Background: an optimization exercise with open tools, aiming at small area, a short achievable clock period and few clock cycles per item. Do not read the settings as production practice. RTL that was checked went through simulation tests only; none was proved equivalent to the original. Only the layout flow was run in run 4; the RTL was not checked for function there. No activity file was given, so power comes from the tool's default toggle rates.

<file path="flow/design.v">
module ptouch_rast (
    input  wire        clk,
    input  wire        rst,         
    input  wire [1:0]  cfg_fmt,     
    input  wire [9:0]  cfg_wd,      
    input  wire [9:0]  cfg_pd,      
    input  wire [9:0]  cfg_tp,      
    input  wire [9:0]  cfg_rm,      
    input  wire        in_valid,
    output wire        in_ready,
    input  wire [31:0] in_pix,      
    output wire        out_valid,
    input  wire        out_ready,
    output wire [7:0]  out_data,
    output wire        out_last
);
    localparam integer DEPTH = 5;           
    localparam integer CAP   = DEPTH + 1;   
    reg fgray, pd_nz;
    always @(posedge clk) begin
        fgray <= (cfg_fmt == 2'd0);
        pd_nz <= (cfg_pd != 10'd0);
    end
    reg        rst_q;
    always @(posedge clk) rst_q <= rst;
    reg        in_ready_r;
    reg  [9:0] A, B;
    reg  [8:0] C;
    reg  [2:0] iph;       
    reg        fb;        
    reg        cs;        
    wire fire = in_valid && in_ready_r;
    wire [10:0] ab   = {1'b0, A} - {1'b0, B} - 11'd2;
    wire row_pre     = !ab[10];
    wire row_band    = !row_pre && (B != 10'd0);
    wire row_last    = !row_pre && ((C == 9'd0 && A == 10'd1) || (C == 9'd1 && A == 10'd0));
    wire row_lb      = row_band && (B == 10'd1);
    wire row_sb      = row_band && (fb || iph == 3'd0);    
    wire       row_postc = !row_pre && !row_band && (C != 9'd0);
    wire [1:0] a_dec     = row_pre ? 2'd2 : {1'b0, !row_postc};
    wire [8:0] c_inc     = row_pre ? 9'd1 : {9{row_postc}};
    wire [9:0] A_n   = row_last ? cfg_wd      : A - {8'd0, a_dec};
    wire [9:0] B_n   = row_last ? cfg_pd      : B - {9'd0, row_band};
    wire [8:0] C_n   = row_last ? 9'd0        : C + c_inc;
    wire [2:0] iph_n = row_last ? cfg_rm[2:0] : iph + {2'd0, row_band};
    wire       fb_n  = row_last || (fb && !row_band);
    always @(posedge clk) begin
        if (rst_q) begin
            A <= cfg_wd; B <= cfg_pd; C <= 9'd0; iph <= cfg_rm[2:0]; fb <= 1'b1;
            cs <= 1'b1;
        end else if (fire) begin
            A <= A_n; B <= B_n; C <= C_n; iph <= iph_n; fb <= fb_n;
            cs <= row_last;
        end
    end
    wire       a_one = (cfg_fmt != 2'd2);
    wire       a_lo  = !in_pix[7];
    wire [6:0] a6_in = a_one ? 7'h7f : (a_lo ? 7'd0 : in_pix[6:0]);
    reg [23:0] p0;        
    reg [6:0]  a60;       
    reg        v0, lb0;
    always @(posedge clk) begin
        p0  <= in_pix[31:8];
        a60 <= a6_in;
        v0  <= !rst_q && fire && row_band;
        lb0 <= row_lb;
    end
    wire [9:0] m1 = {3'b001, a60};
    wire [9:0] m2 = {2'b01, a60, 1'b0};
    wire [8:0] t30 = {2'd0, a60} + {1'd0, a60, 1'b0};     
    wire [9:0] m3 = {1'b0, t30} + 10'd384;
    function [9:0] msel(input [1:0] d);
        msel = (d == 2'd0) ? 10'd0 : (d == 2'd1) ? m1 : (d == 2'd2) ? m2 : m3;
    endfunction
    function [15:0] mul(input [7:0] c);
        mul = {6'd0, msel(c[1:0])} + {4'd0, msel(c[3:2]), 2'd0}
            + {2'd0, msel(c[5:4]), 4'd0} + {msel(c[7:6]), 6'd0};
    endfunction
    wire [15:0] xr = mul(p0[23:16]);
    wire [15:0] xg = mul(p0[15:8]);
    wire [15:0] xb = mul(p0[7:0]);
    wire [8:0] er  = {1'b0, xr[15:8]} + {1'b0, xr[7:0]} + 9'd1;
    wire [8:0] eg  = {1'b0, xg[15:8]} + {1'b0, xg[7:0]} + 9'd1;
    wire [8:0] eb  = {1'b0, xb[15:8]} + {1'b0, xb[7:0]} + 9'd1;
    reg  [7:0] hr1, hg1, hb1;
    reg  [2:0] e1;
    reg  [6:0] a61;
    reg        gb1, v1, lb1;
    always @(posedge clk) begin
        hr1 <= xr[15:8];
        hg1 <= xg[15:8];
        hb1 <= xb[15:8];
        e1  <= {er[8], eg[8], eb[8]};
        a61 <= a60;
        gb1 <= (p0[23:16] < 8'd127);
        v1  <= !rst_q && v0;
        lb1 <= lb0;
    end
    wire [10:0] d  = {3'd0, hr1} + {3'd0, hg1} + {3'd0, hb1}
                   + {10'd0, e1[2]} + {10'd0, e1[1]} + {10'd0, e1[0]}
                   - {4'd0, a61} - {3'd0, a61, 1'b0};
    wire       pbit = fgray ? gb1 : d[10];
    reg  [2:0] ph;        
    reg  [7:0] sh;
    reg        pushq, pushl;    
    wire       push;
    wire [7:0] bitv = {7'd0, pbit} << (3'd7 - ph);
    always @(posedge clk) begin
        if (rst_q) begin
            ph    <= cfg_rm[2:0];
            sh    <= 8'd0;
            pushq <= 1'b0;
            pushl <= 1'b0;
        end else begin
            if (push) pushq <= 1'b0;
            if (v1) begin
                sh    <= pushq ? bitv : (sh | bitv);
                pushq <= (ph == 3'd7) || lb1;
                pushl <= lb1;
                ph    <= lb1 ? cfg_rm[2:0] : ph + 3'd1;
            end else if (push) begin
                sh <= 8'd0;
            end
        end
    end
    reg [8:0] fm [0:DEPTH-1];
    reg [2:0] wp, rp;
    reg [2:0] fcnt;
    wire      fne  = (fcnt != 3'd0);
    assign    push = pushq && (fcnt != DEPTH);
    wire [8:0] head = fm[rp];
    always @(posedge clk) begin
        if (push) fm[wp] <= {pushl, sh};
    end
    reg       ov, ol;
    reg [7:0] ob;
    reg [6:0] L, T;       
    reg       bdone;      
    reg [1:0] pend;       
    reg [2:0] nb;         
    assign out_valid = ov;
    assign out_data  = ob;
    assign out_last  = ol;
    assign in_ready  = in_ready_r;
    wire l_nz      = (L != 7'd0);
    wire t_one     = (T == 7'd1);
    wire emit_zero = l_nz || !pd_nz || bdone;
    wire go0       = (pend != 2'd0) && (emit_zero || fne);    
    wire ld        = !ov || out_ready;                         
    wire go        = go0 && ld;
    wire pop       = go && !emit_zero;
    wire line_end  = go && (T == 7'd1);
    wire pop1  = go0 && !emit_zero;              
    wire lend1 = go0 && (T == 7'd1);             
    wire [2:0] fcnt_0 = fcnt + {2'd0, push};
    wire [2:0] fcnt_1 = fcnt + {2'd0, push} - {2'd0, pop1};
    wire [1:0] pend_00 = pend;
    wire [1:0] pend_01 = pend - {1'b0, lend1};
    wire [1:0] pend_10 = pend + {1'b0, cs};
    wire [1:0] pend_11 = pend + {1'b0, cs} - {1'b0, lend1};
    wire [2:0] nb_00 = nb;
    wire [2:0] nb_01 = nb - {2'd0, pop1};
    wire [2:0] nb_10 = nb + {2'd0, row_sb};
    wire [2:0] nb_11 = nb + {2'd0, row_sb} - {2'd0, pop1};
    wire [2:0] nb_n   = fire ? (ld ? nb_11 : nb_10) : (ld ? nb_01 : nb_00);
    wire [1:0] pend_n = fire ? (ld ? pend_11 : pend_10) : (ld ? pend_01 : pend_00);
    wire       cs_n   = fire ? row_last : cs;
    wire ir_n = (nb_n != CAP) && !(cs_n && pend_n == 2'd2);
    always @(posedge clk) begin
        if (rst_q) begin
 L     <= cfg_rm[9:3];
            T     <= cfg_tp[9:3];
            bdone <= 1'b0;
            pend  <= 2'd0;
            nb    <= 3'd0;
            wp    <= 3'd0;
            rp    <= 3'd0;
            fcnt  <= 3'd0;
        end else begin
            if (go) begin
                L     <= t_one ? cfg_rm[9:3] : L - {6'd0, l_nz};
                T     <= t_one ? cfg_tp[9:3] : T - 7'd1;
                bdone <= !t_one && (bdone || (!emit_zero && head[8]));
            end
            if (push) wp <= (wp == DEPTH - 1) ? 3'd0 : wp + 3'd1;
            if (pop)   rp <= (rp == DEPTH - 1) ? 3'd0 : rp + 3'd1;
            fcnt <= ld ? fcnt_1 : fcnt_0;
            pend <= pend_n;
            nb   <= nb_n;
        end
    end
    always @(posedge clk) begin
        if (ld) begin
            ob <= emit_zero ? 8'd0 : head[7:0];
            ol <= t_one;
        end
        if (rst || rst_q) begin
            ov         <= 1'b0;
            in_ready_r <= !rst;
        end else begin
            if (ov && out_ready) ov <= 1'b0;
            if (go) ov <= 1'b1;
            in_ready_r <= ir_n;
        end
    end
endmodule
</file>
<file path="flow/flow/run.sh">
#!/bin/bash
# The standard layout (bash standard.sh, standard synthesis unchanged) with
# two placement/CTS choices passed through ORFS's own variables:
#  - port buffers: plain buf_2 cells instead of the delay cells that
#    buffer_ports picks by default;
#  - clock tree: larger sink clusters and no dummy loads.
# make's full output goes to standard.log; ORFS's per-step logs stay under orfs/logs.
set -euo pipefail
export BUFFER_PORTS_ARGS="-buffer_cell sky130_fd_sc_hd__buf_2"
export CTS_ARGS="-sink_clustering_enable -repair_clock_nets -dont_use_dummy_load -sink_clustering_size 14 -sink_clustering_max_diameter 100 -buf_list sky130_fd_sc_hd__clkbuf_8"
bash standard.sh > standard.log 2>&1
</file>
<file path="flow/standard.sh">
#!/bin/bash
# synth_recipe.tcl (not shown) runs the flow's synth.tcl, then flattens the netlist and writes it again
# the make line also repeats each setting of config.mk as NAME=value (left out here)
make -C /OpenROAD-flow-scripts/flow DESIGN_CONFIG=/design/flow/config.mk WORK_HOME=/design/flow/orfs CLKGATE_MAP_FILE= SYNTH_SCRIPT=/design/flow/synth_recipe.tcl "${@:-finish}"
</file>
<file path="flow/config.mk">
export PLATFORM = sky130hd
export DESIGN_NAME = ptouch_rast
export DESIGN_NICKNAME = ptouch_rast
export VERILOG_FILES = /design/flow/design.v
export SDC_FILE = /design/flow/constraint.sdc
export NUM_CORES = 4
export LEC_CHECK = 0
export CAP_MARGIN = 20
export CORE_MARGIN = 2
export CORE_UTILIZATION = 40
export SLEW_MARGIN = 60
</file>
<file path="flow/constraint.sdc">
create_clock -name core_clock -period 28.0 [get_ports {clk}]
set_input_delay 5.6000 -clock core_clock [delete_from_list [all_inputs] [get_ports {clk}]]
set_output_delay 5.6000 -clock core_clock [all_outputs]
set_load 0.01 [all_outputs]
</file>
==> run_summary.xml, run 1 <==
<?xml version="1.0" encoding="UTF-8"?>
<metrics>
  <group name="pwr">
    <metric name="cellPowerDensity" unit="mW/mm2">74.3</metric>
    <metric name="power.ir.vdd_worst" unit="uV">36.9</metric>
    <metric name="p_leak" unit="nW">6.94</metric>
    <metric name="total_power" unit="mW">1.18</metric>
  </group>
  <group name="die">
    <metric name="total_die_area" unit="mm2">0.0383</metric>
    <metric name="boundaryPins" unit="">89</metric>
    <metric name="start_util" unit="%">40.4</metric>
    <metric name="die_w" unit="um">196</metric>
    <metric name="fp.coreArea" unit="mm2">0.0363</metric>
    <metric name="floorplan.die.height" unit="um">196</metric>
    <metric name="rows" unit="">70</metric>
  </group>
  <group name="layout">
    <metric name="final_layout_size_suffix_gt1_share" unit="%">15.0</metric>
    <metric name="design.final.nets" unit="">1836</metric>
    <metric name="num-fill-cells" unit="">3480</metric>
    <metric name="area_taken_by_multi_input_logic_gates" unit="mm2">0.00893</metric>
    <metric name="synthToLayoutAreaGrowth" unit="%">8.53</metric>
    <metric name="final_cell_count_no_fill" unit="">1993</metric>
    <metric name="sequential_cell_area" unit="mm2">0.00511</metric>
    <metric name="final_util" unit="%">43.8</metric>
  </group>
  <group name="worst_setup_path">
    <metric name="worst-endpoint-required" unit="ns">28.44</metric>
    <metric name="critical_path_peak_fanout" unit="">24</metric>
    <metric name="path_type_of_the_worst_setup_path" unit="">input pin to flop</metric>
    <metric name="critical_path.endpoint_type" unit="">flop</metric>
    <metric name="reg2reg_slack" unit="ns">21.78</metric>
    <metric name="critical_path_arrival" unit="ns">7.35</metric>
    <metric name="critPathLaunchType" unit="">input pin</metric>
  </group>
  <group name="sta">
    <metric name="setup_tns" unit="ns">0</metric>
    <metric name="final-max-slew-violation-count" unit="">0</metric>
    <metric name="hold_viol_final" unit="">0</metric>
    <metric name="relSlewSlack" unit="%">60.0</metric>
    <metric name="layout_min_cycle_time" unit="ns">6.91</metric>
    <metric name="fin_crit_sh" unit="%">24.7</metric>
    <metric name="finalSetupViolCount" unit="">0</metric>
    <metric name="timing_worst_slew_pin_value" unit="ns">0.597</metric>
    <metric name="grt_setup_unrepaired" unit="">false</metric>
    <metric name="upper_clock_frequency_limit" unit="MHz">145</metric>
    <metric name="worst_clock_skew" unit="ns">0.0394</metric>
  </group>
  <group name="global_route">
    <metric name="grt_pass1_wl" unit="um">54800</metric>
    <metric name="grt.total_usage" unit="%">17.5</metric>
    <metric name="initial_antenna_violation_count" unit="">0</metric>
    <metric name="first_global_vias" unit="">10800</metric>
    <metric name="grt_overflow_total" unit="">0</metric>
    <metric name="grt_max_degree" unit="">37</metric>
  </group>
  <group name="synth">
    <metric name="post_synthesis_cell_type_count" unit="">71</metric>
    <metric name="most_common_cell_in_the_synthesized_netlist" unit="">sky130_fd_sc_hd__ha_1</metric>
    <metric name="yosysSeqAreaShare" unit="%">34.8</metric>
    <metric name="netlist_instances" unit="">1474</metric>
    <metric name="yosys_register_bits" unit="">208</metric>
    <metric name="synthTopCellsByCount" unit="">sky130_fd_sc_hd__ha_1 (167), sky130_fd_sc_hd__nand2_1 (136), sky130_fd_sc_hd__inv_1 (124)</metric>
    <metric name="synth-warning-count" unit="">1</metric>
    <metric name="synth_largest_type_area_fraction" unit="%">19.2</metric>
    <metric name="syn_area" unit="mm2">0.0147</metric>
    <metric name="post_synth_top_flop" unit="">sky130_fd_sc_hd__dfxtp_1</metric>
    <metric name="async_reset_ff_share" unit="%">0</metric>
    <metric name="synth_area_leaders" unit="">sky130_fd_sc_hd__edfxtp_1 (19%), sky130_fd_sc_hd__dfxtp_1 (16%), sky130_fd_sc_hd__ha_1 (14%)</metric>
    <metric name="synth_edf_count" unit="">94</metric>
    <metric name="syn_area_per_cell" unit="um2">9.96</metric>
    <metric name="mappedNetlistNets" unit="">1784</metric>
    <metric name="synth.largest_area_cell" unit="">sky130_fd_sc_hd__edfxtp_1</metric>
  </group>
  <group name="clocking">
    <metric name="holdBufCountCts" unit="">0</metric>
    <metric name="cts_tree" unit="">yes</metric>
    <metric name="ctsHtreeMaxLevel" unit="">1</metric>
    <metric name="cts-root-to-sink-buffers" unit="">3</metric>
    <metric name="postCtsResizedCells" unit="">0</metric>
    <metric name="worstSkewPairLatency" unit="ns">0.54</metric>
    <metric name="cts-buffers-inserted" unit="">19</metric>
    <metric name="path_clk_slew" unit="ns">0.09</metric>
    <metric name="cts_setup_buffers" unit="">0</metric>
    <metric name="cts_num_sinks" unit="">208</metric>
    <metric name="clockRootBuffer" unit="">sky130_fd_sc_hd__clkbuf_8</metric>
  </group>
  <group name="placed_design">
    <metric name="gp_routability_congestion" unit="">0.846</metric>
    <metric name="hpwlAfterDp" unit="um">24600</metric>
    <metric name="buffer_ports.inserted" unit="">85</metric>
    <metric name="placed_cells_incl_taps" unit="">1971</metric>
  </group>
  <group name="detailed_routing">
    <metric name="route.antenna.remaining_nets" unit="">0</metric>
    <metric name="detail_route.first_pass.iterations" unit="">5</metric>
    <metric name="drt-initial-drc-count" unit="">540</metric>
    <metric name="detailroute.via_count" unit="">10600</metric>
    <metric name="drc" unit="">0</metric>
    <metric name="detail_route.vias_per_cell" unit="">5.32</metric>
    <metric name="totalWireLength" unit="um">32900</metric>
    <metric name="drt-wirelength-per-cell" unit="um">16.5</metric>
  </group>
  <group name="hold_path">
    <metric name="hold_path.class" unit="">flop to flop</metric>
  </group>
  <group name="run">
    <metric name="max_cap_viol_count" unit="">0</metric>
  </group>
  <group name="run_status">
    <metric name="outcome" unit="">finished clean</metric>
  </group>
</metrics>
-- routing by layer --
layer  part of all wire (%)  up-vias  GRT usage [%]
met2                     48      185           30.7
met3                    3.5       42           2.42
met4                    1.9        0           3.85
met1                     46     5066           23.0
li1                       -     5304              -
met5                      0        -              0
-- layout by cell type (no fill, tap or decap), types with 18 or more instances in the layout --
| cell | instances |
|---|---|
| sky130_fd_sc_hd__clkbuf_8 | 19 |
| sky130_fd_sc_hd__a21oi_1 | 78 |
| sky130_fd_sc_hd__o21ai_0 | 71 |
| sky130_fd_sc_hd__dfxtp_1 | 110 |
| sky130_fd_sc_hd__edfxtp_1 | 94 |
| sky130_fd_sc_hd__nand2_1 | 134 |
| sky130_fd_sc_hd__nor2_1 | 107 |
| sky130_fd_sc_hd__mux2_2 | 47 |
| sky130_fd_sc_hd__fa_1 | 65 |
| sky130_fd_sc_hd__ha_1 | 167 |
| sky130_fd_sc_hd__xor2_1 | 18 |
| sky130_fd_sc_hd__buf_2 | 87 |
| sky130_fd_sc_hd__nor3_1 | 18 |
| sky130_fd_sc_hd__inv_1 | 123 |
| sky130_fd_sc_hd__xnor2_1 | 50 |
| sky130_fd_sc_hd__buf_4 | 18 |
| sky130_fd_sc_hd__a22o_1 | 57 |
-- worst paths after layout --
| kind | startpoint | end | depth (start not counted) |
|---|---|---|---|
| setup / recovery | out_ready | flop | 6 |
| hold / removal | lb0 | lb1 | 0 |
| setup reg to reg | a60[1] | e1[1] | 23 |
| hold reg to reg | lb0 | lb1 | 0 |
-- critical path, cell delays in order --
cell                       delay (ns)
sky130_fd_sc_hd__buf_2           0.08
sky130_fd_sc_hd__nand2b_4        0.30
sky130_fd_sc_hd__o21a_1          0.19
sky130_fd_sc_hd__or3b_2          0.52
sky130_fd_sc_hd__or3b_2          0.48
sky130_fd_sc_hd__a21oi_1         0.18
-- flip-flops by register name (all words and copies together) (netlist names), 7 cells and up, named ones only --
| register | flops |
|---|---|
| hr1 | 8 |
| fm | 45 |
| C | 9 |
| a61 | 7 |
| a60 | 7 |
| A | 10 |
| hb1 | 8 |
| L | 7 |
| B | 10 |
| p0 | 24 |
| hg1 | 8 |
| sh | 8 |
| ob | 8 |
| T | 7 |
-- logic make-up after synthesis --
| kind of cell | count (synthesis) | share of synthesized area (%) |
|---|---|---|
| DFF | 208 | 34.8 |
| buffers and inverters | 199 | 5.18 |
| xor gates and xnor gates | 70 | 4.17 |
| and+or+nand+nor | 368 | 11.6 |
| AOI/OAI and AO/OA | 323 | 14.7 |
| muxes | 74 | 6.47 |
| adders and majority gates | 232 | 23.1 |
-- metrics by stage --
step           worst slack [ns]  hold WS, ns  area [um2]
2_1_floorplan             20.63        0.310       14700
3_3_place_gp              20.02        0.318       15500
3_5_place_dp              20.34        0.324       15600
4_1_cts                   20.93        0.341       15900
5_1_grt                   21.02        0.353       15900
6_report                  21.09        0.336       15900
-- report_power, final --
group | internal [mW] | leakage (nW) | switching (mW)
combinational | 0.290 | 4.91 | 0.346
sequential | 0.359 | 1.89 | 0.0317
clock | 0.0610 | 0.137 | 0.0966
total | 0.710 | 6.94 | 0.474
-- layout make-up --
type,count,area share (%)
Inverter,124,2.93
Tap cell,468,3.67
Timing Repair Buffer,106,3.66
Clock buffer,19,1.64
Sequential cell,208,32.1
Multi-Input combinational cell,1067,56.0
Antenna cell,1,0.0157
Testbench counts, summed over its fixed seeds: cycles 306,604, items 303,778.
==> run 2, diff against run 1 <==
--- a/flow/design.v
+++ b/flow/design.v
@@ -132,7 +132,9 @@
     always @(posedge clk) begin
         if (push) fm[wp] <= {pushl, sh};
     end
-    reg       ov, ol;
+    reg       ov, ol;     
+    reg       sv, sl;     
+    reg [7:0] sb;
     reg [7:0] ob;
     reg [6:0] L, T;       
     reg       bdone;      
@@ -146,8 +148,10 @@
     wire t_one     = (T == 7'd1);
     wire emit_zero = l_nz || !pd_nz || bdone;
     wire go0       = (pend != 2'd0) && (emit_zero || fne);    
-    wire ld        = !ov || out_ready;                         
+    wire ld        = !sv;                                      
     wire go        = go0 && ld;
+    wire hold      = ov && !out_ready;                         
+    wire [7:0] nbyte = emit_zero ? 8'd0 : head[7:0];
     wire pop       = go && !emit_zero;
     wire line_end  = go && (T == 7'd1);
     wire pop1  = go0 && !emit_zero;              
@@ -190,17 +194,22 @@
         end
     end
     always @(posedge clk) begin
-        if (ld) begin
-            ob <= emit_zero ? 8'd0 : head[7:0];
-            ol <= t_one;
-        end
         if (rst || rst_q) begin
             ov         <= 1'b0;
+            sv         <= 1'b0;
             in_ready_r <= !rst;
         end else begin
-            if (ov && out_ready) ov <= 1'b0;
-            if (go) ov <= 1'b1;
+            ov         <= hold || sv || go;
+            sv         <= sv ? hold : (go && hold);
             in_ready_r <= ir_n;
         end
+        if (!hold) begin
+            ob <= sv ? sb : nbyte;
+            ol <= sv ? sl : t_one;
+        end
+        if (!sv) begin
+            sb <= nbyte;
+            sl <= t_one;
+        end
     end
 endmodule
==> run 2 against run 1 <==
Worst hold slack worse by 0.045 ns. Combinational power decreased by 3.9%. Cell area increased by 0.89%. Setup slack improved by 0.097 ns. Synthesized area increased by 1.2%. Flip-flop and latch count increased by 10. Routed wire length down 2.0%. Cell count shrank 0.15%. First-iteration DRC count is 22% higher. Total power down 0.67%. Clock power grew 4%. Critical path type is now flop to output port. Largest power group unchanged.
==> run_summary.xml, run 2 <==
<?xml version="1.0" encoding="UTF-8"?>
<metrics>
  <group name="synth">
    <metric name="yosysSeqAreaShare" unit="%">35.7</metric>
    <metric name="synth_edf_count" unit="">94</metric>
    <metric name="synth.largest_area_cell" unit="">sky130_fd_sc_hd__edfxtp_1</metric>
    <metric name="synth_largest_type_area_fraction" unit="%">19.0</metric>
    <metric name="syn_area_per_cell" unit="um2">10.1</metric>
    <metric name="synth_area_leaders" unit="">sky130_fd_sc_hd__edfxtp_1 (19%), sky130_fd_sc_hd__dfxtp_1 (17%), sky130_fd_sc_hd__ha_1 (14%)</metric>
    <metric name="syn_area" unit="mm2">0.0149</metric>
    <metric name="most_common_cell_in_the_synthesized_netlist" unit="">sky130_fd_sc_hd__ha_1</metric>
    <metric name="yosys_register_bits" unit="">218</metric>
    <metric name="post_synthesis_cell_type_count" unit="">67</metric>
    <metric name="synthTopCellsByCount" unit="">sky130_fd_sc_hd__ha_1 (167), sky130_fd_sc_hd__dfxtp_1 (124), sky130_fd_sc_hd__inv_1 (118)</metric>
    <metric name="synth-warning-count" unit="">1</metric>
    <metric name="netlist_instances" unit="">1468</metric>
    <metric name="async_reset_ff_share" unit="%">0</metric>
    <metric name="mappedNetlistNets" unit="">1778</metric>
    <metric name="post_synth_top_flop" unit="">sky130_fd_sc_hd__dfxtp_1</metric>
  </group>
  <group name="global_route">
    <metric name="grt_pass1_wl" unit="um">53600</metric>
    <metric name="first_global_vias" unit="">10600</metric>
    <metric name="grt_max_degree" unit="">35</metric>
    <metric name="grt_overflow_total" unit="">0</metric>
    <metric name="grt.total_usage" unit="%">17.0</metric>
    <metric name="initial_antenna_violation_count" unit="">0</metric>
  </group>
  <group name="sta">
    <metric name="final-max-slew-violation-count" unit="">0</metric>
    <metric name="worst_clock_skew" unit="ns">0.0486</metric>
    <metric name="layout_min_cycle_time" unit="ns">6.81</metric>
    <metric name="upper_clock_frequency_limit" unit="MHz">147</metric>
    <metric name="relSlewSlack" unit="%">60.8</metric>
    <metric name="grt_setup_unrepaired" unit="">false</metric>
    <metric name="hold_viol_final" unit="">0</metric>
    <metric name="finalSetupViolCount" unit="">0</metric>
    <metric name="setup_tns" unit="ns">0</metric>
    <metric name="timing_worst_slew_pin_value" unit="ns">0.587</metric>
    <metric name="fin_ws" unit="ns">21.19</metric>
    <metric name="fin_crit_sh" unit="%">24.3</metric>
  </group>
  <group name="worst_setup_path">
    <metric name="critical_path_depth" unit="">1</metric>
    <metric name="reg2regPathDepth" unit="">22</metric>
    <metric name="critPathLaunchType" unit="">flop</metric>
    <metric name="reg_to_reg_critical_path_startpoint" unit="">a60[2]</metric>
    <metric name="cp_top_family" unit="">flip-flops</metric>
    <metric name="reg2reg_slack" unit="ns">21.97</metric>
    <metric name="timing.critical_path.slowest_cell_delay" unit="ns">0.47</metric>
    <metric name="critical_path.endpoint_type" unit="">output port</metric>
    <metric name="critical_path_peak_fanout" unit="">5</metric>
    <metric name="path_type_of_the_worst_setup_path" unit="">flop to output port</metric>
    <metric name="critical_path_arrival" unit="ns">1.21</metric>
    <metric name="cp_cell_sequence" unit="">buf_2</metric>
    <metric name="critical-path-slowest-cell" unit="">sky130_fd_sc_hd__dfxtp_1</metric>
    <metric name="timing.critical_path.to" unit="">in_ready</metric>
    <metric name="worst-endpoint-required" unit="ns">22.40</metric>
    <metric name="cp-startpoint" unit="">in_ready_r</metric>
    <metric name="timing.critical_path.buf_inv" unit="">1</metric>
    <metric name="r2r-end" unit="">e1[1]</metric>
  </group>
  <group name="placed_design">
    <metric name="buffer_ports.inserted" unit="">85</metric>
    <metric name="hpwlAfterDp" unit="um">23700</metric>
    <metric name="gp_routability_congestion" unit="">0.859</metric>
    <metric name="place_ws" unit="ns">20.87</metric>
  </group>
  <group name="die">
    <metric name="fp.coreArea" unit="mm2">0.0366</metric>
    <metric name="start_util" unit="%">40.6</metric>
    <metric name="total_die_area" unit="mm2">0.0387</metric>
    <metric name="boundaryPins" unit="">89</metric>
    <metric name="rows" unit="">70</metric>
    <metric name="floorplan.die.height" unit="um">197</metric>
    <metric name="die_w" unit="um">197</metric>
  </group>
  <group name="pwr">
    <metric name="share_clk_of_total_power" unit="%">14.0</metric>
    <metric name="p_switching" unit="mW">0.464</metric>
    <metric name="p_leak" unit="nW">6.85</metric>
    <metric name="swShare" unit="%">39.4</metric>
    <metric name="power.share.sequential" unit="%">34.1</metric>
    <metric name="total_power" unit="mW">1.18</metric>
    <metric name="power.ir.vdd_worst" unit="uV">44.3</metric>
    <metric name="cellPowerDensity" unit="mW/mm2">73.2</metric>
    <metric name="combinationalPowerShare" unit="%">51.9</metric>
    <metric name="p_int" unit="mW">0.713</metric>
  </group>
  <group name="layout">
    <metric name="biggestRegsByFlops" unit="">fm: 45 flops, p0: 24 flops</metric>
    <metric name="layout.cells.most_common" unit="">sky130_fd_sc_hd__ha_1</metric>
    <metric name="flip_flop_count_of_the_largest_register_after_layout" unit="">45</metric>
    <metric name="antenna_cells_inserted" unit="">0</metric>
    <metric name="largest_register" unit="">fm</metric>
    <metric name="final_layout_size_suffix_gt1_share" unit="%">14.5</metric>
    <metric name="most-common-layout-cells" unit="">sky130_fd_sc_hd__ha_1 (167), sky130_fd_sc_hd__inv_1 (117), sky130_fd_sc_hd__dfxtp_1 (116)</metric>
    <metric name="synthToLayoutAreaGrowth" unit="%">8.20</metric>
    <metric name="design.final.nets" unit="">1834</metric>
  </group>
  <group name="detailed_routing">
    <metric name="drt-initial-drc-count" unit="">657</metric>
    <metric name="drc" unit="">0</metric>
    <metric name="drt-wirelength-per-cell" unit="um">16.2</metric>
    <metric name="route.antenna.remaining_nets" unit="">0</metric>
    <metric name="detail_route.first_pass.iterations" unit="">5</metric>
    <metric name="detail_route.vias_per_cell" unit="">5.33</metric>
    <metric name="totalWireLength" unit="um">32300</metric>
    <metric name="detailroute.via_count" unit="">10600</metric>
  </group>
  <group name="clocking">
    <metric name="cts_setup_buffers" unit="">0</metric>
    <metric name="holdBufCountCts" unit="">0</metric>
    <metric name="cts_tree" unit="">yes</metric>
    <metric name="cts-buffers-inserted" unit="">20</metric>
    <metric name="worstSkewPairLatency" unit="ns">0.56</metric>
    <metric name="cts_num_sinks" unit="">218</metric>
    <metric name="clockRootBuffer" unit="">sky130_fd_sc_hd__clkbuf_8</metric>
    <metric name="path_clk_slew" unit="ns">0.10</metric>
    <metric name="postCtsResizedCells" unit="">0</metric>
    <metric name="ctsHtreeMaxLevel" unit="">1</metric>
    <metric name="cts-root-to-sink-buffers" unit="">3</metric>
  </group>
  <group name="run_status">
    <metric name="outcome" unit="">finished clean</metric>
  </group>
  <group name="hold_path">
    <metric name="hold_path.class" unit="">flop to flop</metric>
  </group>
  <group name="run">
    <metric name="max_cap_viol_count" unit="">0</metric>
  </group>
</metrics>
run 2: per-layer routing:
| metal | track usage [%] | routed length (um) | vias to the layer above |
|---|---|---|---|
| li1 | - | - | 5335 |
| met1 | 22.6 | 15000 | 5015 |
| met2 | 29.5 | 15300 | 211 |
| met3 | 2.41 | 1400 | 38 |
| met4 | 3.45 | 591 | 0 |
| met5 | 0 | 0 | - |
run 2: how the worst min path moves through the flow:
stage                     from  end  slack, ns  depth (start not counted)
final                      lb0  lb1       0.29                          0
after global routing       lb0  lb1       0.30                          0
after CTS                  lb0  lb1       0.30                          0
after detailed placement   lb0  lb1       0.32                          0
after global placement     lb0  lb1       0.31                          0
after floorplan            lb0  lb1       0.31                          0
run 2: power groups by stage:
stage	Sequential (mW)	Clock, mW	Combinational, mW
after floorplan	0.395	0	0.474
after global placement	0.408	0	0.597
after detailed placement	0.409	0	0.614
after CTS	0.402	0.175	0.619
after global routing	0.405	0.187	0.711
final	0.401	0.165	0.611
run 2: final cells by class:
type	count	area, um2
repair buffers	106	583
inverters	119	448
well taps	468	586
fillers	3570	20500
flip-flops and latches	218	5320
multi-input cells	1059	8870
clock buffers	20	275
run 2: kinds of logic (layout without fill, tap and decap cells):
group	after synthesis	after routing	synth area share (%)
AND/OR/NAND/NOR	331	331	10.8
AO/OA/AOI/OAI	349	349	14.9
XOR/XNOR	71	71	4.18
multiplexers	76	76	6.58
flip-flops	218	218	35.7
buffers and inverters	191	245	5.01
adder cells (fa/ha/maj)	232	232	22.8
run 2: through the flow:
stage	cell area [um2]	cells	hold WS, ns	util [%]
floorplan	14900	1468	0.310	-
global route	16100	1990	0.297	43.9
detailed placement	15800	1970	0.316	43.1
global placement	15700	1970	0.313	43.0
CTS	16100	1990	0.303	43.9
finish	16100	1990	0.291	43.9
Testbench counts of run 2, summed over its fixed seeds: cycles 306,604, items 303,778.
==> run 3, diff against run 2 <==
==> flow/flow/run.sh (replaced) <==
#!/bin/bash
# The standard layout (bash standard.sh, standard synthesis unchanged) with
# two placement/CTS choices passed through ORFS's own variables:
#  - port buffers: plain buf_1 cells instead of the delay cells that
#    buffer_ports picks by default;
#  - clock tree: larger sink clusters and no dummy loads.
# make's full output goes to standard.log; ORFS's per-step logs stay under orfs/logs.
set -euo pipefail
export BUFFER_PORTS_ARGS="-buffer_cell sky130_fd_sc_hd__buf_1"
export CTS_ARGS="-sink_clustering_enable -repair_clock_nets -dont_use_dummy_load -sink_clustering_size 14 -sink_clustering_max_diameter 100 -buf_list sky130_fd_sc_hd__clkbuf_8"
bash standard.sh > standard.log 2>&1
==> run 3 against run 2 <==
Cell count about the same. Core utilization decreased by 0.15 points. Clock skew increased by 0.00088 ns. Count of clock-buffer cells in the layout increased by 1. Routed wire length increased by 0.71%. First-iteration DRC count decreased by 18%. Combinational power increased by 1%. Largest cell class unchanged. Clock power about the same. Critical path depth unchanged. Sequential power about the same. Global-route usage increased by 0.12 points.
==> run_summary.xml, run 3 <==
<?xml version="1.0" encoding="UTF-8"?>
<metrics>
  <group name="layout">
    <metric name="design.final.nets" unit="">1835</metric>
    <metric name="synthToLayoutAreaGrowth" unit="%">7.82</metric>
    <metric name="layout.cells.most_common" unit="">sky130_fd_sc_hd__ha_1</metric>
    <metric name="final_layout_size_suffix_gt1_share" unit="%">9.13</metric>
    <metric name="largest_register" unit="">fm</metric>
    <metric name="flip_flop_count_of_the_largest_register_after_layout" unit="">45</metric>
    <metric name="final_util" unit="%">43.8</metric>
    <metric name="most-common-layout-cells" unit="">sky130_fd_sc_hd__ha_1 (167), sky130_fd_sc_hd__dfxtp_1 (117), sky130_fd_sc_hd__inv_1 (117)</metric>
    <metric name="antenna_cells_inserted" unit="">0</metric>
    <metric name="biggestRegsByFlops" unit="">fm: 45 flops, p0: 24 flops</metric>
  </group>
  <group name="clocking">
    <metric name="cts_tree" unit="">yes</metric>
    <metric name="holdBufCountCts" unit="">0</metric>
    <metric name="postCtsResizedCells" unit="">0</metric>
    <metric name="cts-root-to-sink-buffers" unit="">3</metric>
    <metric name="path_clk_slew" unit="ns">0.09</metric>
    <metric name="cts-buffers-inserted" unit="">21</metric>
    <metric name="worstSkewPairLatency" unit="ns">0.55</metric>
    <metric name="cts_setup_buffers" unit="">0</metric>
    <metric name="clockRootBuffer" unit="">sky130_fd_sc_hd__clkbuf_8</metric>
    <metric name="cts_num_sinks" unit="">218</metric>
    <metric name="ctsHtreeMaxLevel" unit="">1</metric>
  </group>
  <group name="detailed_routing">
    <metric name="routed-wl-met3" unit="um">1280</metric>
    <metric name="drt-initial-drc-count" unit="">540</metric>
    <metric name="drt-wirelength-per-cell" unit="um">16.3</metric>
    <metric name="totalWireLength" unit="um">32500</metric>
    <metric name="drt-met1-wl" unit="um">15200</metric>
    <metric name="detailroute.via_count" unit="">10600</metric>
    <metric name="detail_route.vias_per_cell" unit="">5.31</metric>
    <metric name="detailroute.wirelength.met2" unit="um">15400</metric>
    <metric name="route.antenna.remaining_nets" unit="">0</metric>
    <metric name="detail_route.first_pass.iterations" unit="">5</metric>
    <metric name="route.top_layer_used" unit="">met4</metric>
    <metric name="drc" unit="">0</metric>
  </group>
  <group name="pwr">
    <metric name="p_leak" unit="nW">6.61</metric>
    <metric name="cellPowerDensity" unit="mW/mm2">74.0</metric>
    <metric name="power.ir.vdd_worst" unit="uV">39.8</metric>
  </group>
  <group name="synth">
    <metric name="most_common_cell_in_the_synthesized_netlist" unit="">sky130_fd_sc_hd__ha_1</metric>
    <metric name="synthTopCellsByCount" unit="">sky130_fd_sc_hd__ha_1 (167), sky130_fd_sc_hd__dfxtp_1 (124), sky130_fd_sc_hd__inv_1 (118)</metric>
    <metric name="yosys_register_bits" unit="">218</metric>
    <metric name="synth_area_leaders" unit="">sky130_fd_sc_hd__edfxtp_1 (19%), sky130_fd_sc_hd__dfxtp_1 (17%), sky130_fd_sc_hd__ha_1 (14%)</metric>
    <metric name="async_reset_ff_share" unit="%">0</metric>
    <metric name="post_synth_top_flop" unit="">sky130_fd_sc_hd__dfxtp_1</metric>
    <metric name="yosysSeqAreaShare" unit="%">35.7</metric>
    <metric name="synth_edf_count" unit="">94</metric>
    <metric name="netlist_instances" unit="">1468</metric>
    <metric name="syn_area" unit="mm2">0.0149</metric>
    <metric name="synth.largest_area_cell" unit="">sky130_fd_sc_hd__edfxtp_1</metric>
    <metric name="synth-warning-count" unit="">1</metric>
    <metric name="synth_largest_type_area_fraction" unit="%">19.0</metric>
    <metric name="syn_area_per_cell" unit="um2">10.1</metric>
    <metric name="post_synthesis_cell_type_count" unit="">67</metric>
    <metric name="mappedNetlistNets" unit="">1778</metric>
  </group>
  <group name="worst_setup_path">
    <metric name="cp-startpoint" unit="">in_ready_r</metric>
    <metric name="critical_path_peak_fanout" unit="">5</metric>
    <metric name="path_type_of_the_worst_setup_path" unit="">flop to output port</metric>
    <metric name="critPathLaunchType" unit="">flop</metric>
    <metric name="critical-path-slowest-cell" unit="">sky130_fd_sc_hd__dfxtp_1</metric>
    <metric name="critical_path.endpoint_type" unit="">output port</metric>
    <metric name="reg_to_reg_critical_path_startpoint" unit="">a60[2]</metric>
    <metric name="critical_path_arrival" unit="ns">1.20</metric>
    <metric name="cp_top_family" unit="">flip-flops</metric>
    <metric name="timing.critical_path.slowest_cell_delay" unit="ns">0.47</metric>
    <metric name="critical_path_depth" unit="">1</metric>
    <metric name="worst-endpoint-required" unit="ns">22.40</metric>
    <metric name="reg2regPathDepth" unit="">22</metric>
    <metric name="cp_cell_sequence" unit="">buf_1</metric>
    <metric name="timing.critical_path.buf_inv" unit="">1</metric>
  </group>
  <group name="die">
    <metric name="total_die_area" unit="mm2">0.0387</metric>
    <metric name="boundaryPins" unit="">89</metric>
    <metric name="fp.coreArea" unit="mm2">0.0366</metric>
    <metric name="rows" unit="">70</metric>
    <metric name="start_util" unit="%">40.6</metric>
    <metric name="die_w" unit="um">197</metric>
    <metric name="floorplan.die.height" unit="um">197</metric>
  </group>
  <group name="global_route">
    <metric name="grt_pass1_wl" unit="um">53800</metric>
    <metric name="first_global_vias" unit="">10500</metric>
    <metric name="grt.total_usage" unit="%">17.1</metric>
    <metric name="grt_overflow_total" unit="">0</metric>
    <metric name="grt_max_degree" unit="">35</metric>
    <metric name="initial_antenna_violation_count" unit="">0</metric>
  </group>
  <group name="sta">
    <metric name="layout_min_cycle_time" unit="ns">6.80</metric>
    <metric name="fin_crit_sh" unit="%">24.3</metric>
    <metric name="setup_tns" unit="ns">0</metric>
    <metric name="relSlewSlack" unit="%">61.7</metric>
    <metric name="timing_worst_slew_pin_value" unit="ns">0.574</metric>
    <metric name="finalSetupViolCount" unit="">0</metric>
    <metric name="worst_clock_skew" unit="ns">0.0495</metric>
    <metric name="grt_setup_unrepaired" unit="">false</metric>
    <metric name="upper_clock_frequency_limit" unit="MHz">147</metric>
    <metric name="fin_ws" unit="ns">21.20</metric>
    <metric name="hold_viol_final" unit="">0</metric>
    <metric name="final-max-slew-violation-count" unit="">0</metric>
  </group>
  <group name="hold_path">
    <metric name="min_path_cells" unit="">0</metric>
    <metric name="hold_path.class" unit="">flop to flop</metric>
    <metric name="min-delay-start" unit="">lb0</metric>
  </group>
  <group name="placed_design">
    <metric name="hpwlAfterDp" unit="um">23700</metric>
    <metric name="place_ws" unit="ns">20.80</metric>
    <metric name="buffer_ports.inserted" unit="">85</metric>
    <metric name="gp_routability_congestion" unit="">0.851</metric>
  </group>
  <group name="run_status">
    <metric name="outcome" unit="">finished clean</metric>
  </group>
  <group name="run">
    <metric name="max_cap_viol_count" unit="">0</metric>
  </group>
</metrics>
-- run 3: cell counts after synthesis --
Identical to the previous run, type by type.
-- run 3: path summary, 6_finish.rpt --
path	to	slack, ns
max	in_ready	21.20
min	lb1	0.33
max reg2reg	e1[2]	21.97
min reg2reg	lb1	0.33
-- run 3: final cells by class --
cell class,count,area [um2]
inverter,119,448
tap,468,586
timing repair buffer,106,477
fill,3516,20600
clock buffer,21,289
multi-input combinational,1059,8910
sequential,218,5320
-- run 3: power by group --
group          leakage [nW]  switching, mW  total (mW)  internal, mW
sequential             1.96         0.0291       0.400         0.371
combinational          4.50          0.337       0.617         0.280
clock                 0.151          0.101       0.168        0.0669
total                  6.61          0.467        1.19         0.718
-- run 3: logic make-up (layout without fill, tap and decap cells) --
| kind of cell | count (synthesis) | after routing | share of synthesized area, % |
|---|---|---|---|
| compound gates | 349 | 349 | 14.9 |
| simple gates | 331 | 331 | 10.8 |
| fa+ha+maj | 232 | 232 | 22.8 |
| flops | 218 | 218 | 35.7 |
| buf+inv | 191 | 246 | 5.01 |
| mux | 76 | 76 | 6.58 |
| xor+xnor | 71 | 71 | 4.18 |
-- run 3: through the flow --
stage               hold WS [ns]  total power, mW  std cells  cell area [um2]
floorplan                  0.310            0.869       1468            14900
global placement           0.314             1.00       1970            15600
detailed placement         0.316             1.03       1970            15700
CTS                        0.337             1.20       1991            16000
global route               0.340             1.31       1991            16000
finish                     0.334             1.19       1991            16000
-- run 3: routing by layer --
layer / global-route usage, % / vias up
li1: - / 5332
met1: 23.0 / 4989
met2: 29.1 / 214
met3: 2.22 / 42
met4: 4.34 / 0
met5: 0 / -
==> run 4, diff against run 3 <==
--- a/flow/design.v
+++ b/flow/design.v
@@ -14,7 +14,7 @@
     output wire [7:0]  out_data,
     output wire        out_last
 );
-    localparam integer DEPTH = 5;           
+    localparam integer DEPTH = 4;           
     localparam integer CAP   = DEPTH + 1;   
     reg fgray, pd_nz;
     always @(posedge clk) begin
@@ -124,7 +124,7 @@
         end
     end
     reg [8:0] fm [0:DEPTH-1];
-    reg [2:0] wp, rp;
+    reg [1:0] wp, rp;
     reg [2:0] fcnt;
     wire      fne  = (fcnt != 3'd0);
     assign    push = pushq && (fcnt != DEPTH);
@@ -169,7 +169,8 @@
     wire [2:0] nb_n   = fire ? (ld ? nb_11 : nb_10) : (ld ? nb_01 : nb_00);
     wire [1:0] pend_n = fire ? (ld ? pend_11 : pend_10) : (ld ? pend_01 : pend_00);
     wire       cs_n   = fire ? row_last : cs;
-    wire ir_n = (nb_n != CAP) && !(cs_n && pend_n == 2'd2);
+    wire       sb_n   = fire ? (iph_n == 3'd0 || fb_n) : (iph == 3'd0 || fb);
+    wire ir_n = !(nb_n == CAP && sb_n) && !(cs_n && pend_n == 2'd2);
     always @(posedge clk) begin
         if (rst_q) begin
  L     <= cfg_rm[9:3];
@@ -177,8 +178,8 @@
             bdone <= 1'b0;
             pend  <= 2'd0;
             nb    <= 3'd0;
-            wp    <= 3'd0;
-            rp    <= 3'd0;
+            wp    <= 2'd0;
+            rp    <= 2'd0;
             fcnt  <= 3'd0;
         end else begin
             if (go) begin
@@ -186,8 +187,8 @@
                 T     <= t_one ? cfg_tp[9:3] : T - 7'd1;
                 bdone <= !t_one && (bdone || (!emit_zero && head[8]));
             end
-            if (push) wp <= (wp == DEPTH - 1) ? 3'd0 : wp + 3'd1;
-            if (pop)   rp <= (rp == DEPTH - 1) ? 3'd0 : rp + 3'd1;
+            if (push) wp <= wp + 2'd1;
+            if (pop)  rp <= rp + 2'd1;
             fcnt <= ld ? fcnt_1 : fcnt_0;
             pend <= pend_n;
             nb   <= nb_n;
==> run 4 against run 3 <==
Register-to-register slack worse by 0.27 ns. Die area is 1.8% lower. Clock skew is 0.021 ns lower. Cell count is 1.1% lower. Synthesized cell count is 0.41% lower. Core utilization is 0.18 points higher. Non-clock buffer count is 4 lower. Combinational power is 9.4% higher. Cell area is 2.0% lower. Via count is 1.2% lower. Routed wire length is 0.54% lower. Critical path type is now input pin to flop.
==> run_summary.xml, run 4 <==
<?xml version="1.0" encoding="UTF-8"?>
<metrics>
  <group name="global_route">
    <metric name="grt.total_usage" unit="%">17.0</metric>
    <metric name="grt_max_degree" unit="">41</metric>
    <metric name="grt_pass1_wl" unit="um">53100</metric>
    <metric name="first_global_vias" unit="">10500</metric>
    <metric name="grt_overflow_total" unit="">0</metric>
    <metric name="initial_antenna_violation_count" unit="">0</metric>
  </group>
  <group name="synth">
    <metric name="yosys_register_bits" unit="">206</metric>
    <metric name="synth_area_leaders" unit="">sky130_fd_sc_hd__edfxtp_1 (17%), sky130_fd_sc_hd__dfxtp_1 (17%), sky130_fd_sc_hd__ha_1 (14%)</metric>
    <metric name="post_synthesis_cell_type_count" unit="">66</metric>
    <metric name="async_reset_ff_share" unit="%">0</metric>
    <metric name="synth_edf_count" unit="">85</metric>
    <metric name="mappedNetlistNets" unit="">1772</metric>
    <metric name="synth_largest_type_area_fraction" unit="%">17.5</metric>
    <metric name="synthTopCellsByCount" unit="">sky130_fd_sc_hd__ha_1 (167), sky130_fd_sc_hd__inv_1 (123), sky130_fd_sc_hd__dfxtp_1 (121)</metric>
    <metric name="netlist_instances" unit="">1462</metric>
    <metric name="synth.largest_area_cell" unit="">sky130_fd_sc_hd__edfxtp_1</metric>
    <metric name="synth-warning-count" unit="">1</metric>
    <metric name="syn_area_per_cell" unit="um2">9.98</metric>
    <metric name="most_common_cell_in_the_synthesized_netlist" unit="">sky130_fd_sc_hd__ha_1</metric>
    <metric name="syn_area" unit="mm2">0.0146</metric>
    <metric name="yosysSeqAreaShare" unit="%">34.1</metric>
    <metric name="post_synth_top_flop" unit="">sky130_fd_sc_hd__dfxtp_1</metric>
  </group>
  <group name="clocking">
    <metric name="path_clk_slew" unit="ns">0.10</metric>
    <metric name="clockRootBuffer" unit="">sky130_fd_sc_hd__clkbuf_8</metric>
    <metric name="cts-buffers-inserted" unit="">19</metric>
    <metric name="cts_setup_buffers" unit="">0</metric>
    <metric name="postCtsResizedCells" unit="">0</metric>
    <metric name="cts_num_sinks" unit="">206</metric>
    <metric name="cts-root-to-sink-buffers" unit="">3</metric>
    <metric name="worstSkewPairLatency" unit="ns">0.54</metric>
    <metric name="ctsHtreeMaxLevel" unit="">1</metric>
    <metric name="cts_tree" unit="">yes</metric>
    <metric name="holdBufCountCts" unit="">0</metric>
  </group>
  <group name="sta">
    <metric name="fin_crit_sh" unit="%">24.4</metric>
    <metric name="setup_tns" unit="ns">0</metric>
    <metric name="layout_min_cycle_time" unit="ns">6.82</metric>
    <metric name="final-max-slew-violation-count" unit="">0</metric>
    <metric name="upper_clock_frequency_limit" unit="MHz">147</metric>
    <metric name="fin_worst_hold_slack" unit="ns">0.327</metric>
    <metric name="worst_clock_skew" unit="ns">0.0286</metric>
    <metric name="timing_worst_slew_pin_value" unit="ns">0.563</metric>
    <metric name="grt_setup_unrepaired" unit="">false</metric>
    <metric name="relSlewSlack" unit="%">62.4</metric>
    <metric name="hold_viol_final" unit="">0</metric>
    <metric name="finalSetupViolCount" unit="">0</metric>
  </group>
  <group name="die">
    <metric name="floorplan.die.height" unit="um">195</metric>
    <metric name="fp.coreArea" unit="mm2">0.0357</metric>
    <metric name="boundaryPins" unit="">89</metric>
    <metric name="start_util" unit="%">40.8</metric>
    <metric name="total_die_area" unit="mm2">0.0380</metric>
    <metric name="die_w" unit="um">195</metric>
    <metric name="rows" unit="">69</metric>
  </group>
  <group name="worst_setup_path">
    <metric name="timing.critical_path.mode_cell" unit="">sky130_fd_sc_hd__o22ai_1</metric>
    <metric name="reg2regPathDepth" unit="">24</metric>
    <metric name="cp_cell_sequence" unit="">buf_1 &gt; nand2_1 &gt; nor3_1 &gt; a21oi_1 &gt; o22ai_1 &gt; xnor2_1 &gt; o41ai_1 &gt; o22ai_1</metric>
    <metric name="critPathLaunchType" unit="">input pin</metric>
    <metric name="worst-endpoint-required" unit="ns">28.43</metric>
    <metric name="critical_path_arrival" unit="ns">7.26</metric>
    <metric name="critical-path-slowest-cell" unit="">sky130_fd_sc_hd__nand2_1</metric>
    <metric name="critical_path_depth" unit="">8</metric>
    <metric name="timing.critical_path.slowest_cell_delay" unit="ns">0.37</metric>
    <metric name="timing.critical_path.buf_inv" unit="">1</metric>
    <metric name="critical_path_peak_fanout" unit="">14</metric>
    <metric name="path_type_of_the_worst_setup_path" unit="">input pin to flop</metric>
    <metric name="critical_path.endpoint_type" unit="">flop</metric>
    <metric name="cp_top_family" unit="">compound AO/OA/AOI/OAI gates</metric>
  </group>
  <group name="detailed_routing">
    <metric name="routed-wl-met3" unit="um">1180</metric>
    <metric name="route.top_layer_used" unit="">met4</metric>
    <metric name="drt-initial-drc-count" unit="">607</metric>
    <metric name="drt-wirelength-per-cell" unit="um">16.4</metric>
    <metric name="drt-met1-wl" unit="um">15300</metric>
    <metric name="detailroute.via_count" unit="">10500</metric>
    <metric name="totalWireLength" unit="um">32300</metric>
    <metric name="detail_route.first_pass.iterations" unit="">5</metric>
    <metric name="route.antenna.remaining_nets" unit="">0</metric>
    <metric name="detail_route.vias_per_cell" unit="">5.31</metric>
    <metric name="detailroute.wirelength.met2" unit="um">15200</metric>
    <metric name="drc" unit="">0</metric>
  </group>
  <group name="pwr">
    <metric name="total_power" unit="mW">1.22</metric>
    <metric name="power.ir.vdd_worst" unit="uV">44.9</metric>
    <metric name="share_clk_of_total_power" unit="%">12.9</metric>
    <metric name="p_switching" unit="mW">0.500</metric>
    <metric name="power.share.sequential" unit="%">31.9</metric>
    <metric name="p_leak" unit="nW">6.66</metric>
    <metric name="swShare" unit="%">40.8</metric>
    <metric name="combinationalPowerShare" unit="%">55.1</metric>
    <metric name="p_int" unit="mW">0.725</metric>
    <metric name="cellPowerDensity" unit="mW/mm2">78.0</metric>
  </group>
  <group name="layout">
    <metric name="antenna_cells_inserted" unit="">0</metric>
    <metric name="most-common-layout-cells" unit="">sky130_fd_sc_hd__ha_1 (167), sky130_fd_sc_hd__inv_1 (122), sky130_fd_sc_hd__dfxtp_1 (116)</metric>
    <metric name="biggestRegsByFlops" unit="">fm: 36 flops, p0: 24 flops</metric>
    <metric name="flip_flop_count_of_the_largest_register_after_layout" unit="">36</metric>
    <metric name="layout.cells.most_common" unit="">sky130_fd_sc_hd__ha_1</metric>
    <metric name="design.final.nets" unit="">1820</metric>
    <metric name="final_layout_size_suffix_gt1_share" unit="%">8.62</metric>
    <metric name="sequential_cell_area" unit="mm2">0.00498</metric>
    <metric name="synthToLayoutAreaGrowth" unit="%">7.64</metric>
    <metric name="largest_register" unit="">fm</metric>
    <metric name="area_taken_by_multi_input_logic_gates" unit="mm2">0.00898</metric>
    <metric name="num-fill-cells" unit="">3420</metric>
    <metric name="final_cell_area" unit="mm2">0.0157</metric>
  </group>
  <group name="hold_path">
    <metric name="min_path_cells" unit="">0</metric>
    <metric name="hold_path.class" unit="">flop to flop</metric>
  </group>
  <group name="run">
    <metric name="max_cap_viol_count" unit="">0</metric>
  </group>
  <group name="placed_design">
    <metric name="placed_cell_area" unit="mm2">0.0154</metric>
    <metric name="buffer_ports.inserted" unit="">85</metric>
    <metric name="hpwlAfterDp" unit="um">24000</metric>
    <metric name="gp_routability_congestion" unit="">0.827</metric>
  </group>
  <group name="run_status">
    <metric name="outcome" unit="">finished clean</metric>
  </group>
</metrics>
-- run 4: cells by family after synthesis --
kind of cell,count (synthesis),share of synthesized area [%]
and+or+nand+nor,345,11.4
AOI/OAI and AO/OA,335,15.4
adders and majority gates,232,23.2
DFF,206,34.1
buffers and inverters,199,5.15
xor gates and xnor gates,74,4.49
muxes,71,6.32
-- run 4: cell type report --
cell class | count | area share (%)
clock buffers | 19 | 1.66
inverters | 124 | 2.97
multi-input cells | 1057 | 57.1
flip-flops and latches | 206 | 31.7
well taps | 461 | 3.67
repair buffers | 102 | 2.84
-- run 4: per-stage QoR --
| stage | utilization (%) | instances | setup slack (ns) |
|---|---|---|---|
| after detailed placement | 43.1 | 1950 | 20.60 |
| after CTS | 43.8 | 1969 | 21.18 |
| final | 44.0 | 1969 | 21.18 |
| after global routing | 44.0 | 1969 | 21.00 |
| after floorplan | - | 1462 | 21.10 |
| after global placement | 42.9 | 1950 | 20.34 |
-- run 4: routing by layer --
metal / global-route usage (%) / up-vias
met4: 4.10 / 0
met2: 29.2 / 197
li1: - / 5251
met3: 2.23 / 40
met5: 0 / -
met1: 22.8 / 4962
-- run 4: worst reg2reg max path, cell delays in order (launching register included) --
cell	delay, ns
sky130_fd_sc_hd__dfxtp_1	0.32
sky130_fd_sc_hd__buf_4	0.32
sky130_fd_sc_hd__ha_1	0.31
sky130_fd_sc_hd__a21o_1	0.18
sky130_fd_sc_hd__a21oi_1	0.23
sky130_fd_sc_hd__o21bai_1	0.11
sky130_fd_sc_hd__a21oi_1	0.38
sky130_fd_sc_hd__xnor2_4	0.30
sky130_fd_sc_hd__a21oi_1	0.14
sky130_fd_sc_hd__a21o_1	0.19
sky130_fd_sc_hd__fa_1	0.51
sky130_fd_sc_hd__fa_1	0.49
sky130_fd_sc_hd__ha_1	0.35
sky130_fd_sc_hd__nor2b_1	0.14
sky130_fd_sc_hd__o21ai_0	0.18
sky130_fd_sc_hd__a21boi_0	0.17
sky130_fd_sc_hd__o21ai_0	0.21
sky130_fd_sc_hd__nand2b_1	0.14
sky130_fd_sc_hd__a31oi_1	0.27
sky130_fd_sc_hd__xnor2_1	0.20
sky130_fd_sc_hd__ha_1	0.29
sky130_fd_sc_hd__and2_1	0.16
sky130_fd_sc_hd__o21ai_0	0.12
sky130_fd_sc_hd__o21ai_0	0.10
sky130_fd_sc_hd__o41a_1	0.35
-- run 4: final timing paths --
| path | slack [ns] | startpoint | end |
|---|---|---|---|
| worst max register to register | 21.70 | a60[2] | e1[2] |
| worst min-delay path | 0.33 | lb0 | lb1 |
| worst min register to register | 0.33 | lb0 | lb1 |
| worst max-delay path | 21.18 | in_valid | in_ready_r |
-- run 4: power by group through the flow --
stage | Clock [mW] | Sequential (mW) | Combinational (mW)
final | 0.159 | 0.391 | 0.675
after global routing | 0.176 | 0.397 | 0.789
after CTS | 0.166 | 0.391 | 0.685
after detailed placement | 0 | 0.398 | 0.678
after global placement | 0 | 0.398 | 0.659
after floorplan | 0 | 0.383 | 0.523
==> run 5, diff against run 4 <==
--- a/flow/design.v
+++ b/flow/design.v
@@ -166,14 +166,16 @@
     wire [2:0] nb_01 = nb - {2'd0, pop1};
     wire [2:0] nb_10 = nb + {2'd0, row_sb};
     wire [2:0] nb_11 = nb + {2'd0, row_sb} - {2'd0, pop1};
-    wire [2:0] nb_n   = fire ? (ld ? nb_11 : nb_10) : (ld ? nb_01 : nb_00);
-    wire [1:0] pend_n = fire ? (ld ? pend_11 : pend_10) : (ld ? pend_01 : pend_00);
-    wire       cs_n   = fire ? row_last : cs;
-    wire       sb_n   = fire ? (iph_n == 3'd0 || fb_n) : (iph == 3'd0 || fb);
-    wire ir_n = !(nb_n == CAP && sb_n) && !(cs_n && pend_n == 2'd2);
+    wire [2:0] nb_f1   = ld ? nb_11 : nb_10;
+    wire [2:0] nb_f0   = ld ? nb_01 : nb_00;
+    wire [1:0] pend_f1 = ld ? pend_11 : pend_10;
+    wire [1:0] pend_f0 = ld ? pend_01 : pend_00;
+    wire ir_f1 = !(nb_f1 == CAP && (iph_n == 3'd0 || fb_n)) && !(row_last && pend_f1 == 2'd2);
+    wire ir_f0 = !(nb_f0 == CAP && (iph == 3'd0 || fb))     && !(cs && pend_f0 == 2'd2);
+    wire ir_n  = fire ? ir_f1 : ir_f0;
     always @(posedge clk) begin
         if (rst_q) begin
- L     <= cfg_rm[9:3];
+            L     <= cfg_rm[9:3];
             T     <= cfg_tp[9:3];
             bdone <= 1'b0;
             pend  <= 2'd0;
@@ -190,8 +192,8 @@
             if (push) wp <= wp + 2'd1;
             if (pop)  rp <= rp + 2'd1;
             fcnt <= ld ? fcnt_1 : fcnt_0;
-            pend <= pend_n;
-            nb   <= nb_n;
+            pend <= fire ? pend_f1 : pend_f0;
+            nb   <= fire ? nb_f1 : nb_f0;
         end
     end
     always @(posedge clk) begin
--- a/flow/config.mk
+++ b/flow/config.mk
@@ -8,4 +8,4 @@
 export CAP_MARGIN = 20
 export CORE_MARGIN = 2
 export CORE_UTILIZATION = 40
-export SLEW_MARGIN = 60
+export SLEW_MARGIN = 20
==> run 5 against run 4 <==
First-iteration DRC count up 2.5%. Sequential share of layout area up 0.072 points. Total power down 0.42%. Synthesized cell count up 0.62%. Largest power group unchanged. Cell count up 0.66%. Die area up 0.49%. Clock skew up 0.019 ns. Still clean on timing, DRC and antenna. Routed wire length down 0.67%. Non-clock buffer count up 1. Via count up 2.2%. Worst hold slack better by 0.030 ns. Fmax down 0.80%.
==> run_summary.xml, run 5 <==
<?xml version="1.0" encoding="UTF-8"?>
<metrics>
  <group name="run_status">
    <metric name="outcome" unit="">finished clean</metric>
  </group>
  <group name="placed_design">
    <metric name="hpwlAfterDp" unit="um">23800</metric>
    <metric name="buffer_ports.inserted" unit="">85</metric>
    <metric name="gp_routability_congestion" unit="">0.830</metric>
    <metric name="placed_cell_area" unit="mm2">0.0154</metric>
  </group>
  <group name="synth">
    <metric name="yosysSeqAreaShare" unit="%">33.9</metric>
    <metric name="synth.largest_area_cell" unit="">sky130_fd_sc_hd__edfxtp_1</metric>
    <metric name="yosys_register_bits" unit="">206</metric>
    <metric name="synth-warning-count" unit="">1</metric>
    <metric name="synthTopCellsByCount" unit="">sky130_fd_sc_hd__ha_1 (167), sky130_fd_sc_hd__nand2_1 (129), sky130_fd_sc_hd__dfxtp_1 (121)</metric>
    <metric name="mappedNetlistNets" unit="">1781</metric>
    <metric name="synth_largest_type_area_fraction" unit="%">17.4</metric>
    <metric name="netlist_instances" unit="">1471</metric>
    <metric name="most_common_cell_in_the_synthesized_netlist" unit="">sky130_fd_sc_hd__ha_1</metric>
    <metric name="post_synth_top_flop" unit="">sky130_fd_sc_hd__dfxtp_1</metric>
    <metric name="synth_edf_count" unit="">85</metric>
    <metric name="synth_area_leaders" unit="">sky130_fd_sc_hd__edfxtp_1 (17%), sky130_fd_sc_hd__dfxtp_1 (17%), sky130_fd_sc_hd__ha_1 (14%)</metric>
    <metric name="syn_area_per_cell" unit="um2">9.97</metric>
    <metric name="async_reset_ff_share" unit="%">0</metric>
    <metric name="post_synthesis_cell_type_count" unit="">67</metric>
    <metric name="syn_area" unit="mm2">0.0147</metric>
  </group>
  <group name="worst_setup_path">
    <metric name="critPathLaunchType" unit="">input pin</metric>
    <metric name="path_type_of_the_worst_setup_path" unit="">input pin to flop</metric>
    <metric name="timing.critical_path.buf_inv" unit="">2</metric>
    <metric name="reg2regPathDepth" unit="">26</metric>
    <metric name="cp-startpoint" unit="">in_valid</metric>
    <metric name="critical-path-slowest-cell" unit="">sky130_fd_sc_hd__inv_1</metric>
    <metric name="reg2reg_slack" unit="ns">21.44</metric>
    <metric name="cp_cell_sequence" unit="">buf_1 &gt; and2_1 &gt; nor2_1 &gt; inv_1 &gt; o21ai_1 &gt; a22oi_1</metric>
    <metric name="timing.critical_path.slowest_cell_delay" unit="ns">0.76</metric>
    <metric name="worst-endpoint-required" unit="ns">28.47</metric>
    <metric name="reg_to_reg_critical_path_startpoint" unit="">a60[1]</metric>
    <metric name="cp_top_family" unit="">buffers and inverters</metric>
    <metric name="critical_path.endpoint_type" unit="">flop</metric>
    <metric name="r2r-end" unit="">e1[0]</metric>
    <metric name="critical_path_arrival" unit="ns">7.35</metric>
    <metric name="critical_path_peak_fanout" unit="">25</metric>
  </group>
  <group name="global_route">
    <metric name="initial_antenna_violation_count" unit="">1</metric>
    <metric name="grt_pass1_wl" unit="um">53400</metric>
    <metric name="first_global_vias" unit="">10600</metric>
    <metric name="grt_max_degree" unit="">32</metric>
    <metric name="grt.total_usage" unit="%">17.1</metric>
    <metric name="grt_overflow_total" unit="">0</metric>
  </group>
  <group name="clocking">
    <metric name="cts_tree" unit="">yes</metric>
    <metric name="cts-buffers-inserted" unit="">19</metric>
    <metric name="clockRootBuffer" unit="">sky130_fd_sc_hd__clkbuf_8</metric>
    <metric name="ctsHtreeMaxLevel" unit="">1</metric>
    <metric name="postCtsResizedCells" unit="">0</metric>
    <metric name="cts-root-to-sink-buffers" unit="">3</metric>
    <metric name="worstSkewPairLatency" unit="ns">0.55</metric>
    <metric name="cts_setup_buffers" unit="">0</metric>
    <metric name="cts_num_sinks" unit="">206</metric>
    <metric name="path_clk_slew" unit="ns">0.09</metric>
    <metric name="holdBufCountCts" unit="">0</metric>
  </group>
  <group name="die">
    <metric name="total_die_area" unit="mm2">0.0382</metric>
    <metric name="boundaryPins" unit="">89</metric>
    <metric name="fp.coreArea" unit="mm2">0.0363</metric>
    <metric name="floorplan.die.height" unit="um">196</metric>
    <metric name="rows" unit="">70</metric>
    <metric name="start_util" unit="%">40.4</metric>
    <metric name="die_w" unit="um">196</metric>
  </group>
  <group name="sta">
    <metric name="finalSetupViolCount" unit="">0</metric>
    <metric name="layout_min_cycle_time" unit="ns">6.88</metric>
    <metric name="worst_clock_skew" unit="ns">0.0471</metric>
    <metric name="relSlewSlack" unit="%">33.5</metric>
    <metric name="grt_setup_unrepaired" unit="">false</metric>
    <metric name="hold_viol_final" unit="">0</metric>
    <metric name="timing_worst_slew_pin_value" unit="ns">0.996</metric>
    <metric name="setup_tns" unit="ns">0</metric>
    <metric name="upper_clock_frequency_limit" unit="MHz">145</metric>
    <metric name="final-max-slew-violation-count" unit="">0</metric>
    <metric name="fin_crit_sh" unit="%">24.6</metric>
  </group>
  <group name="detailed_routing">
    <metric name="detail_route.first_pass.iterations" unit="">5</metric>
    <metric name="totalWireLength" unit="um">32100</metric>
    <metric name="drt-wirelength-per-cell" unit="um">16.2</metric>
    <metric name="drc" unit="">0</metric>
    <metric name="detailroute.via_count" unit="">10700</metric>
    <metric name="drt-initial-drc-count" unit="">622</metric>
    <metric name="detail_route.vias_per_cell" unit="">5.39</metric>
    <metric name="route.antenna.remaining_nets" unit="">0</metric>
  </group>
  <group name="pwr">
    <metric name="cellPowerDensity" unit="mW/mm2">77.9</metric>
    <metric name="total_power" unit="mW">1.22</metric>
    <metric name="p_leak" unit="nW">6.68</metric>
    <metric name="power.ir.vdd_worst" unit="uV">41.8</metric>
  </group>
  <group name="layout">
    <metric name="largest_register" unit="">fm</metric>
    <metric name="biggestRegsByFlops" unit="">fm: 36 flops, p0: 24 flops</metric>
    <metric name="flip_flop_count_of_the_largest_register_after_layout" unit="">36</metric>
    <metric name="layout.cells.most_common" unit="">sky130_fd_sc_hd__ha_1</metric>
    <metric name="num-fill-cells" unit="">3543</metric>
    <metric name="design.final.nets" unit="">1826</metric>
    <metric name="final_layout_size_suffix_gt1_share" unit="%">6.87</metric>
    <metric name="final_cell_area" unit="mm2">0.0157</metric>
    <metric name="most-common-layout-cells" unit="">sky130_fd_sc_hd__ha_1 (167), sky130_fd_sc_hd__nand2_1 (129), sky130_fd_sc_hd__dfxtp_1 (121)</metric>
    <metric name="antenna_cells_inserted" unit="">0</metric>
    <metric name="synthToLayoutAreaGrowth" unit="%">6.72</metric>
  </group>
  <group name="hold_path">
    <metric name="min_path_cells" unit="">0</metric>
    <metric name="hold_path.class" unit="">flop to flop</metric>
    <metric name="min-delay-start" unit="">lb0</metric>
    <metric name="sink_of_the_worst_hold_path" unit="">lb1</metric>
  </group>
  <group name="run">
    <metric name="max_cap_viol_count" unit="">0</metric>
  </group>
</metrics>
==> run 5: cell count changes in the layout (fill, tap and decap cells not counted), sizes merged, moves of 7 or more <==
cell | previous run | this run
nand2 | 103 | 129
nand4 | 3 | 10
nand2b | 19 | 11
a311oi | 0 | 11
o21ai | 72 | 84
inv | 123 | 112
nor2 | 91 | 75
xor2 | 25 | 34
==> run 5: per-layer routing <==
| layer | GRT usage (%) | vias to the layer above | routed length, um |
|---|---|---|---|
| met5 | 0 | - | 13 |
| met4 | 4.50 | 2 | 700 |
| met3 | 2.35 | 42 | 1330 |
| met2 | 29.8 | 212 | 15300 |
| met1 | 22.1 | 5089 | 14800 |
| li1 | - | 5332 | - |
==> run 5: area by class of cell <==
| class | instances | area (um2) | share of cell area [%] |
|---|---|---|---|
| Multi-Input combinational cell | 1074 | 8950 | 57.2 |
| Clock buffer | 19 | 262 | 1.67 |
| Tap cell | 468 | 586 | 3.74 |
| Inverter | 112 | 420 | 2.69 |
| Timing Repair Buffer | 103 | 460 | 2.94 |
| Sequential cell | 206 | 4970 | 31.8 |
==> run 5: worst max path at each step <==
| stage | end | slack [ns] | cells after the start |
|---|---|---|---|
| floorplan | A[0] | 21.05 | 4 |
| global placement | A[5] | 20.50 | 4 |
| detailed placement | fb | 20.47 | 6 |
| CTS | fb | 21.08 | 6 |
| global route | fb | 20.85 | 6 |
| finish | fb | 21.12 | 6 |
==> run 5: report_power, final <==
part | switching [mW] | internal, mW | leakage, nW
sequential | 0.0324 | 0.356 | 1.85
clock | 0.0958 | 0.0607 | 0.137
combinational | 0.377 | 0.297 | 4.69
total | 0.505 | 0.714 | 6.68
==> run 5: cell families (layout without fill, tap and decap cells) <==
family / count (synthesis) / count (layout) / share of synthesized area, %
buf+inv: 191 / 234 / 5.06
mux: 67 / 67 / 6.01
flops: 206 / 206 / 33.9
xor+xnor: 80 / 80 / 4.90
fa+ha+maj: 232 / 232 / 23.1
simple gates: 343 / 343 / 11.1
compound gates: 352 / 352 / 15.9
==> run 5: per-stage QoR <==
step / hold slack (ns) / util (%) / setup slack (ns) / cells
6_report: 0.357 / 43.1 / 21.12 / 1982
5_1_grt: 0.352 / 43.1 / 20.85 / 1982
4_1_cts: 0.355 / 43.0 / 21.08 / 1981
3_5_place_dp: 0.337 / 42.3 / 20.47 / 1962
3_3_place_gp: 0.346 / 42.3 / 20.50 / 1962
2_1_floorplan: 0.310 / - / 21.05 / 1471
Testbench counts of run 5, summed over its fixed seeds: cycles 307,095, items 303,778.

Re-timed with assumed drivers on the ports (clkbuf_16 on the clock, buf_2 on other inputs), run 5 has 21.146 ns of setup slack against 21.122 ns with ideal ports, and 20.578 ns once port delays also move by the mid clock arrival of 0.569 ns.
